What follows belongs to an exercise in optimizing a design on an open flow for small area, a short achievable clock period and few clock cycles; a production flow would make more cautious choices. At most, simulation tests tie the RTL to the original design; equivalence was not proved. Power figures rest on the tool's default switching activity, not on a simulated workload.

run 1:
==> flow/design.v <==
module pwm_calc #(
    parameter [31:0] OSC_HZ     = 32'd10000000,
    parameter [15:0] PRESCALE   = 16'd16,
    parameter integer RES       = 8,
    parameter [15:0] FREQ_SCALE = 16'd100
) (
    input  wire        clk,
    input  wire        rst,
    input  wire        req_valid,
    input  wire        req_write,
    input  wire [7:0]  req_off,
    input  wire [31:0] req_data,
    output reg         resp_valid,
    output reg  [1:0]  resp_code,
    output reg  [31:0] resp_data
);
    localparam [63:0] N     = OSC_HZ * FREQ_SCALE;           
    localparam [63:0] DSC   = 4 * PRESCALE;                   
    localparam integer DW   = RES + 3;                        
    localparam [63:0] K     = (2 * N) / DSC;                  
    localparam [31:0] FMIN  = (N + (DSC << RES) - 1) / (DSC << RES);  
    localparam [31:0] FMAX  = N / DSC;                        
    localparam [31:0] T1    = K / 3;
    localparam [31:0] T2    = K / 5;
    localparam [31:0] T3    = K / 7;
    localparam [31:0] T4    = K / 9;
    localparam [31:0] T16   = K / 33;
    localparam integer FW   = 22;                             
    function automatic le_const(input [31:0] x, input [31:0] c);
        integer i;
        begin
            le_const = 1'b1;
            for (i = 0; i < 32; i = i + 1)
                le_const = c[i] ? (!x[i] || le_const) : (!x[i] && le_const);
        end
    endfunction
    localparam [1:0] RESP_OKAY   = 2'd0;
    localparam [1:0] RESP_CMDERR = 2'd1;
    localparam [1:0] RESP_BUSERR = 2'd2;
    localparam [1:0] ERR_NONE    = 2'd0;
    localparam [1:0] ERR_RANGE   = 2'd1;
    localparam [1:0] ERR_NOINIT  = 2'd2;
    localparam [1:0] ERR_BADPCT  = 2'd3;
    reg [RES-1:0] period;    
    reg [DW-1:0]  duty;      
    reg [1:0]     err;
    reg           init;
    reg           duty_cur;
    reg           dv_busy;   
    reg           dv_first;  
    reg [2:0]     dv_cnt;    
    reg [FW-1:0]  dv_rem;
    reg [FW-1:0]  dv_f;
    reg [1:0]     p_code;    
    reg           du_busy;   
    reg [2:0]     du_j;      
    reg           du_b;      
    reg           du_last;   
    reg [4:0]     du_r;      
    reg [6:0]     pct_r;     
    wire off_f   = (req_off == 8'h00);
    wire off_p   = (req_off == 8'h04);
    wire off_per = (req_off == 8'h08);
    wire off_dut = (req_off == 8'h0C) || (req_off == 8'h10) || (req_off == 8'h14);
    wire mapped  = (req_off[1:0] == 2'b00) && (req_off <= 8'h28);
    wire f_in_range = !le_const(req_data, FMIN - 1) && le_const(req_data, FMAX);
    wire pct_ok     = le_const(req_data, 32'd100);
    wire stall = req_write ? ((off_f && (dv_busy || du_busy)) ||
                              (off_p && (du_busy || (dv_busy && !dv_first))))
                           : ((off_per && dv_busy) || (off_dut && du_busy));
    reg [31:0] rd_data;
    always @(*) begin
        case (req_off)
            8'h08:   rd_data = {{(32-RES){1'b0}}, period};
            8'h0C:   rd_data = {{(32-DW){1'b0}}, duty};
            8'h10:   rd_data = {{(32-DW+2){1'b0}}, duty[DW-1:2]};
            8'h14:   rd_data = {30'd0, duty[1:0]};
            8'h18:   rd_data = {28'd0, duty_cur, init, err};
            8'h1C:   rd_data = OSC_HZ;
            8'h20:   rd_data = {16'd0, PRESCALE};
            8'h24:   rd_data = RES;
            8'h28:   rd_data = {16'd0, FREQ_SCALE};
            default: rd_data = 32'd0;
        endcase
    end
    always @(*) begin
        resp_valid = req_valid && !stall;
        resp_data  = req_write ? 32'd0 : rd_data;
        resp_code[1] = !mapped || (req_write && !off_f && !off_p);
        resp_code[0] = req_write && ((off_f && !f_in_range) ||
                                     (off_p && (!init || !pct_ok)));
    end
    wire accept = req_valid && !stall;
    wire do_f   = accept && req_write && off_f;
    wire do_p   = accept && req_write && off_p;
    wire ge1  = le_const(req_data, T1);
    wire ge2  = le_const(req_data, T2);
    wire ge3  = le_const(req_data, T3);
    wire ge4  = le_const(req_data, T4);
    wire ge16 = le_const(req_data, T16);
    wire [24:0] h_full = (K[24:0] - {3'b0, req_data[FW-1:0]}) >> 1;
    wire [FW:0]   dv_sh   = {dv_rem, period[RES-1]};
    wire [FW+1:0] dv_diff = {1'b0, dv_sh} - {2'b0, dv_f};
    wire          dv_fit  = !dv_diff[FW+1];
    wire [7:0] du_p12  = {1'b0, pct_r} + 8'd12;
    wire [7:0] du_2p12 = {pct_r, 1'b0} + 8'd12;
    wire [7:0] du_k    = du_last ? (du_b ? du_2p12 : du_p12)
                                 : (du_b ? {1'b0, pct_r} : 8'd0);
    wire [8:0] du_t    = {3'b0, du_r, 1'b0} + {1'b0, du_k};    
    reg  [3:0] du_q;
    integer qi;
    always @(*) begin
        du_q = 4'd0;
        for (qi = 1; qi <= 10; qi = qi + 1)
            if (du_t >= qi * 25) du_q = qi;
    end
    wire [8:0] du_rn   = du_t - du_q * 9'd25;
    wire [DW-1:0] du_qn = {duty[DW-2:0], 1'b0} + {{(DW-4){1'b0}}, du_q};
    wire [2:0] p_top  = (p_code == 2'd3) ? 3'd7 : (p_code == 2'd2) ? 3'd3 :
                        (p_code == 2'd1) ? 3'd1 : 3'd0;
    wire [2:0] b_idx  = du_busy ? du_j - 1'b1 : p_top;
    always @(posedge clk) begin
        if (dv_busy) begin
            dv_rem <= dv_fit ? dv_diff[FW-1:0] : dv_sh[FW-1:0];
            dv_cnt <= dv_cnt - 1'b1;
        end else begin
            dv_rem <= ge16 ? {{(FW-17){1'b0}}, h_full[24:8]} : {1'b0, h_full[24:4]};
            dv_cnt <= ge16 ? 3'd7 : 3'd3;
            dv_f   <= req_data[FW-1:0];
        end
        if (du_busy) begin
            du_r    <= du_rn[4:0];
            du_j    <= du_j - 1'b1;
            du_last <= (du_j == 3'd1);
        end else begin
            du_r  <= 5'd0;
            du_j  <= p_top;
            du_last <= (p_code == 2'd0);
            pct_r <= req_data[6:0];
        end
        du_b <= dv_busy ? dv_fit : period[b_idx];
    end
    always @(posedge clk) begin
        if (rst) begin
            period   <= {RES{1'b0}};
            duty     <= {DW{1'b0}};
            err      <= ERR_NONE;
            init     <= 1'b0;
            duty_cur <= 1'b0;
            dv_busy  <= 1'b0;
            dv_first <= 1'b0;
            du_busy  <= 1'b0;
        end else begin
            if (dv_busy) begin
                period   <= {period[RES-2:0], dv_fit};
                dv_first <= 1'b0;
                if (dv_cnt == 3'd0) dv_busy <= 1'b0;
            end
            if (du_busy) begin
                duty <= du_qn;
                if (du_last) du_busy <= 1'b0;
            end
            if (do_f) begin
                if (!f_in_range) begin
                    err <= ERR_RANGE;
                end else begin
                    err      <= ERR_NONE;
                    init     <= 1'b1;
                    duty_cur <= 1'b0;
                    if (!ge4) begin
                        period <= {{(RES-2){1'b0}}, ge2, ge1 ^ ge2 ^ ge3};
                        p_code <= {1'b0, ge2};
                    end else begin
                        period   <= ge16 ? h_full[7:0] : {h_full[3:0], 4'b0};
                        dv_busy  <= 1'b1;
                        dv_first <= 1'b1;
                        p_code   <= ge16 ? 2'd3 : 2'd2;
                    end
                end
            end
            if (do_p) begin
                if (!init) begin
                    err <= ERR_NOINIT;
                end else if (!pct_ok) begin
                    err <= ERR_BADPCT;
                end else begin
                    err      <= ERR_NONE;
                    duty_cur <= 1'b1;
                    du_busy  <= 1'b1;
                    duty     <= {DW{1'b0}};
                end
            end
        end
    end
endmodule
export LEC_CHECK = 0
export CAP_MARGIN = 20
export CORE_MARGIN = 2
export CORE_UTILIZATION = 40
export SETUP_SLACK_MARGIN = 3.3
export SLEW_MARGIN = 20
create_clock -name core_clock -period 8.0 [get_ports {clk}]
run.sh (not shown) runs the stock make flow with config.mk's settings and CLKGATE_MAP_FILE= SYNTH_SCRIPT=/design/flow/synth_recipe.tcl, a recipe that flattens the netlist after the stock synthesis.
### run 1 -> run 2
diff --git a/flow/design.v b/flow/design.v
--- a/flow/design.v
+++ b/flow/design.v
@@ -55,11 +55,12 @@
     reg           du_busy;   
     reg [2:0]     du_j;      
     reg           du_b;      
     reg           du_last;   
     reg [4:0]     du_r;      
-    reg [6:0]     pct_r;     
+    reg [2:0]     pct_a;     
+    reg [4:0]     pct_c;     
     wire off_f   = (req_off == 8'h00);
     wire off_p   = (req_off == 8'h04);
     wire off_per = (req_off == 8'h08);
     wire off_dut = (req_off == 8'h0C) || (req_off == 8'h10) || (req_off == 8'h14);
     wire mapped  = (req_off[1:0] == 2'b00) && (req_off <= 8'h28);
@@ -100,27 +101,32 @@
     wire ge16 = le_const(req_data, T16);
     wire [24:0] h_full = (K[24:0] - {3'b0, req_data[FW-1:0]}) >> 1;
     wire [FW:0]   dv_sh   = {dv_rem, period[RES-1]};
     wire [FW+1:0] dv_diff = {1'b0, dv_sh} - {2'b0, dv_f};
     wire          dv_fit  = !dv_diff[FW+1];
-    wire [7:0] du_p12  = {1'b0, pct_r} + 8'd12;
-    wire [7:0] du_2p12 = {pct_r, 1'b0} + 8'd12;
-    wire [7:0] du_k    = du_last ? (du_b ? du_2p12 : du_p12)
-                                 : (du_b ? {1'b0, pct_r} : 8'd0);
-    wire [8:0] du_t    = {3'b0, du_r, 1'b0} + {1'b0, du_k};    
-    reg  [3:0] du_q;
-    integer qi;
-    always @(*) begin
-        du_q = 4'd0;
-        for (qi = 1; qi <= 10; qi = qi + 1)
-            if (du_t >= qi * 25) du_q = qi;
-    end
-    wire [8:0] du_rn   = du_t - du_q * 9'd25;
-    wire [DW-1:0] du_qn = {duty[DW-2:0], 1'b0} + {{(DW-4){1'b0}}, du_q};
+    wire [5:0] du_c12  = {1'b0, pct_c} + 6'd12;
+    wire [6:0] du_c212 = {1'b0, pct_c, 1'b0} + 7'd12;
+    wire [6:0] du_k    = du_last ? (du_b ? du_c212 : {1'b0, du_c12})
+                                 : (du_b ? {2'b0, pct_c} : 7'd0);
+    wire [3:0] du_a    = (du_last && du_b) ? {pct_a, 1'b0} :
+                         (du_last || du_b) ? {1'b0, pct_a} : 4'd0;
+    wire [6:0] du_t    = {1'b0, du_r, 1'b0} + du_k;            
+    wire [2:0] du_q    = (du_t >= 7'd100) ? 3'd4 : (du_t >= 7'd75) ? 3'd3 :
+                         (du_t >= 7'd50)  ? 3'd2 : (du_t >= 7'd25) ? 3'd1 : 3'd0;
+    wire [6:0] du_rn   = du_t - du_q * 7'd25;
+    wire [3:0] du_s    = du_a + {1'b0, du_q};                  
+    wire [DW-1:0] du_qn = {duty[DW-2:0], 1'b0} + {{(DW-4){1'b0}}, du_s};
+    wire [6:0] pct_in = req_data[6:0];
+    wire [2:0] pa_in  = (pct_in >= 7'd100) ? 3'd4 : (pct_in >= 7'd75) ? 3'd3 :
+                        (pct_in >= 7'd50)  ? 3'd2 : (pct_in >= 7'd25) ? 3'd1 : 3'd0;
+    wire [4:0] pc_in  = pct_in - pa_in * 7'd25;
     wire [2:0] p_top  = (p_code == 2'd3) ? 3'd7 : (p_code == 2'd2) ? 3'd3 :
                         (p_code == 2'd1) ? 3'd1 : 3'd0;
-    wire [2:0] b_idx  = du_busy ? du_j - 1'b1 : p_top;
+    wire       p_one  = (p_code == 2'd0);
+    wire       p_topb = period[p_top] && !p_one;
+    wire [2:0] p_next = p_one ? 3'd0 : p_top - 1'b1;
+    wire [2:0] b_idx  = du_busy ? du_j - 1'b1 : p_next;
     always @(posedge clk) begin
         if (dv_busy) begin
             dv_rem <= dv_fit ? dv_diff[FW-1:0] : dv_sh[FW-1:0];
             dv_cnt <= dv_cnt - 1'b1;
         end else begin
@@ -131,14 +137,15 @@
         if (du_busy) begin
             du_r    <= du_rn[4:0];
             du_j    <= du_j - 1'b1;
             du_last <= (du_j == 3'd1);
         end else begin
-            du_r  <= 5'd0;
-            du_j  <= p_top;
-            du_last <= (p_code == 2'd0);
-            pct_r <= req_data[6:0];
+            du_r  <= (p_topb && !dv_busy) ? pc_in : 5'd0;
+            du_j  <= dv_busy ? p_top : p_next;
+            du_last <= dv_busy ? 1'b0 : (p_next == 3'd0);
+            pct_a <= pa_in;
+            pct_c <= pc_in;
         end
         du_b <= dv_busy ? dv_fit : period[b_idx];
     end
     always @(posedge clk) begin
         if (rst) begin
@@ -185,11 +192,11 @@
                     err <= ERR_BADPCT;
                 end else begin
                     err      <= ERR_NONE;
                     duty_cur <= 1'b1;
                     du_busy  <= 1'b1;
-                    duty     <= {DW{1'b0}};
+                    duty <= (p_topb && !dv_busy) ? {{(DW-3){1'b0}}, pa_in} : {DW{1'b0}};
                 end
             end
         end
     end
 endmodule
Notes after the runs:
Per the final summary, run 2 finished and its layout is clean on timing, DRC and antenna. Non-clock inverter instance count of the final layout of run 2 exceeds that of run 1 by more than a quarter. On worst reg-to-reg path cell count: between run 2 and run 1, it ends up higher for run 1. Run 2 ended with less share of total power in sequential cells than run 1. Looking at critical path launch point, the pct_r[2] result is from run 1; the req_data[1] one comes from run 2. Density: run 2 sparser than run 1. The number of combinational gates with multiple inputs in run 2 sits 10 above the value recorded for run 1. Count of mapped cells out of synthesis in run 2 is 24 above run 1. Run 2 reports its commonest non-fill, non-tap cell in the layout as sky130_fd_sc_hd__nor2_1 while run 1 reports sky130_fd_sc_hd__a21oi_1. Sort run 2 and run 1 by horizontal extent of the die desc -> top: run 2. Maximum vdd drop in run 2 is about 19% below run 1. Re setup slack: run 1 was lower than run 2. Highest clock frequency the design can meet (run 2 vs. run 1) increases by a few percent.
No run of this note included a check of the RTL's function; only the layout flow was run.

## the baseline
RTL: the design.v shown in full above, as it stands there.
Settings: LEC_CHECK=0, CAP_MARGIN=20, CORE_MARGIN=2, CORE_UTILIZATION=40, CTS_BUF_LIST=sky130_fd_sc_hd__clkbuf_4 sky130_fd_sc_hd__clkbuf_8, SETUP_SLACK_MARGIN=3.3, SLEW_MARGIN=20; clock period 8.0 ns.
Input-level comparison between the candidate and the baseline:
--- a/flow/design.v
+++ b/flow/design.v
@@ -54,13 +54,14 @@
     reg [1:0]     p_code;    
     reg           du_busy;   
     reg [2:0]     du_j;      
     reg           du_b;      
     reg           du_last;   
     reg [4:0]     du_r;      
-    reg [6:0]     pct_r;     
+    reg [2:0]     pct_a;     
+    reg [4:0]     pct_c;     
     wire off_f   = (req_off == 8'h00);
     wire off_p   = (req_off == 8'h04);
     wire off_per = (req_off == 8'h08);
     wire off_dut = (req_off == 8'h0C) || (req_off == 8'h10) || (req_off == 8'h14);
     wire mapped  = (req_off[1:0] == 2'b00) && (req_off <= 8'h28);
     wire f_in_range = !le_const(req_data, FMIN - 1) && le_const(req_data, FMAX);
@@ -99,29 +100,36 @@
     wire ge4  = le_const(req_data, T4);
     wire ge16 = le_const(req_data, T16);
     wire [24:0] h_full = (K[24:0] - {3'b0, req_data[FW-1:0]}) >> 1;
     wire [FW:0]   dv_sh   = {dv_rem, period[RES-1]};
     wire [FW+1:0] dv_diff = {1'b0, dv_sh} - {2'b0, dv_f};
     wire          dv_fit  = !dv_diff[FW+1];
-    wire [7:0] du_p12  = {1'b0, pct_r} + 8'd12;
-    wire [7:0] du_2p12 = {pct_r, 1'b0} + 8'd12;
-    wire [7:0] du_k    = du_last ? (du_b ? du_2p12 : du_p12)
-                                 : (du_b ? {1'b0, pct_r} : 8'd0);
-    wire [8:0] du_t    = {3'b0, du_r, 1'b0} + {1'b0, du_k};    
-    reg  [3:0] du_q;
-    integer qi;
-    always @(*) begin
-        du_q = 4'd0;
-        for (qi = 1; qi <= 10; qi = qi + 1)
-            if (du_t >= qi * 25) du_q = qi;
-    end
-    wire [8:0] du_rn   = du_t - du_q * 9'd25;
-    wire [DW-1:0] du_qn = {duty[DW-2:0], 1'b0} + {{(DW-4){1'b0}}, du_q};
+    wire [5:0] du_c12  = {1'b0, pct_c} + 6'd12;
+    wire [6:0] du_c212 = {1'b0, pct_c, 1'b0} + 7'd12;
+    wire [6:0] du_k    = du_last ? (du_b ? du_c212 : {1'b0, du_c12})
+                                 : (du_b ? {2'b0, pct_c} : 7'd0);
+    wire [3:0] du_a    = (du_last && du_b) ? {pct_a, 1'b0} :
+                         (du_last || du_b) ? {1'b0, pct_a} : 4'd0;
+    wire [6:0] du_t    = {1'b0, du_r, 1'b0} + du_k;            
+    wire [2:0] du_q    = (du_t >= 7'd100) ? 3'd4 : (du_t >= 7'd75) ? 3'd3 :
+                         (du_t >= 7'd50)  ? 3'd2 : (du_t >= 7'd25) ? 3'd1 : 3'd0;
+    wire [6:0] du_rn   = du_t - du_q * 7'd25;
+    wire [DW-1:0] du_x  = {duty[DW-2:0], 1'b0} + {{(DW-4){1'b0}}, du_a};
+    wire [DW-4:0] du_xi = du_x[DW-1:3] + 1'b1;
+    wire [3:0]    du_lo = {1'b0, du_x[2:0]} + {1'b0, du_q};
+    wire [DW-1:0] du_qn = {du_lo[3] ? du_xi : du_x[DW-1:3], du_lo[2:0]};
+    wire [6:0] pct_in = req_data[6:0];
+    wire [2:0] pa_in  = (pct_in >= 7'd100) ? 3'd4 : (pct_in >= 7'd75) ? 3'd3 :
+                        (pct_in >= 7'd50)  ? 3'd2 : (pct_in >= 7'd25) ? 3'd1 : 3'd0;
+    wire [4:0] pc_in  = pct_in - pa_in * 7'd25;
     wire [2:0] p_top  = (p_code == 2'd3) ? 3'd7 : (p_code == 2'd2) ? 3'd3 :
                         (p_code == 2'd1) ? 3'd1 : 3'd0;
-    wire [2:0] b_idx  = du_busy ? du_j - 1'b1 : p_top;
+    wire       p_one  = (p_code == 2'd0);
+    wire       p_topb = period[p_top] && !p_one;
+    wire [2:0] p_next = p_one ? 3'd0 : p_top - 1'b1;
+    wire [2:0] b_idx  = du_busy ? du_j - 1'b1 : p_next;
     always @(posedge clk) begin
         if (dv_busy) begin
             dv_rem <= dv_fit ? dv_diff[FW-1:0] : dv_sh[FW-1:0];
             dv_cnt <= dv_cnt - 1'b1;
         end else begin
             dv_rem <= ge16 ? {{(FW-17){1'b0}}, h_full[24:8]} : {1'b0, h_full[24:4]};
@@ -130,16 +138,17 @@
         end
         if (du_busy) begin
             du_r    <= du_rn[4:0];
             du_j    <= du_j - 1'b1;
             du_last <= (du_j == 3'd1);
         end else begin
-            du_r  <= 5'd0;
-            du_j  <= p_top;
-            du_last <= (p_code == 2'd0);
-            pct_r <= req_data[6:0];
+            du_r  <= (p_topb && !dv_busy) ? pc_in : 5'd0;
+            du_j  <= dv_busy ? p_top : p_next;
+            du_last <= dv_busy ? 1'b0 : (p_next == 3'd0);
+            pct_a <= pa_in;
+            pct_c <= pc_in;
         end
         du_b <= dv_busy ? dv_fit : period[b_idx];
     end
     always @(posedge clk) begin
         if (rst) begin
             period   <= {RES{1'b0}};
@@ -184,12 +193,12 @@
                 end else if (!pct_ok) begin
                     err <= ERR_BADPCT;
                 end else begin
                     err      <= ERR_NONE;
                     duty_cur <= 1'b1;
                     du_busy  <= 1'b1;
-                    duty     <= {DW{1'b0}};
+                    duty <= (p_topb && !dv_busy) ? {{(DW-3){1'b0}}, pa_in} : {DW{1'b0}};
                 end
             end
         end
     end
 endmodule
==> comparison <==
Taking the candidate over the baseline, the synthesized cell count ratio works out to 1.06.
Worst setup slack after layout: the candidate > the baseline
The candidate: relative area change from synthesis to final layout lower than the baseline
Of the baseline and the candidate, the run reporting the lower critical path depth was the candidate.
Number of sinks handled by clock tree synthesis grows slightly when moving from the baseline to the candidate.
Summary — instance area after placement, the candidate relative to the baseline: higher, by about 6%.
In the reports for the baseline and the candidate, the smaller final wirelength belongs to the baseline.
Summary — worst endpoint required time, the candidate relative to the baseline: lower, by 1.91 ns.
When the final numbers for the baseline and the candidate were put side by side, the non-clock buffering overhead in the final layout turned out to be greater in the baseline.
NOTE synthesized area the baseline->the candidate increased by a little under 10%
On hold slack, the baseline and the candidate are neck and neck.
Count of plain and timing-repair buffers (lower): the candidate
Source of the critical timing path = pct_r[2]: the baseline; source of the critical timing path = req_data[16]: the candidate
The candidate ended up with a higher register fraction of the total cell area than the baseline did.
Testbench counts of the candidate, summed over its fixed seeds: cycles 8,596.
For the baseline, only the layout was checked, not whether the RTL still works.

## re-timing with driven ports
The flow's constraints put no driver on any port. The routed layouts listed below were extracted and timed again, unchanged, in two steps.
Step 1, drivers: a clkbuf_16 drives clk and a buf_2 each remaining input, both assumed.
Step 2 times the ports against the registers' clock, not the clock port: input delays grow and output delays shrink by t, the midpoint of the rising clock arrivals with the driver on.
Slacks: no drivers / after step 1 / after step 2; pairs: no drivers / after step 1.
run | shift t [ns] | slack for setup (ns) | worst data-port slew with drivers (ns)
run 1 | 0.384 | 2.795 / 2.795 / 2.795 | 0.08
run 2 | 0.393 | 3.115 / 3.054 / 3.054 | 0.08
the baseline | 0.422 | 2.794 / 2.794 / 2.794 | 0.08
the candidate | 0.408 | 3.161 / 3.110 / 3.110 | 0.07
After both steps every run listed still meets setup and hold. For run 2, which loses most, drivers alone change the setup slack by -0.061 ns; drivers and shift together by -0.061 ns.
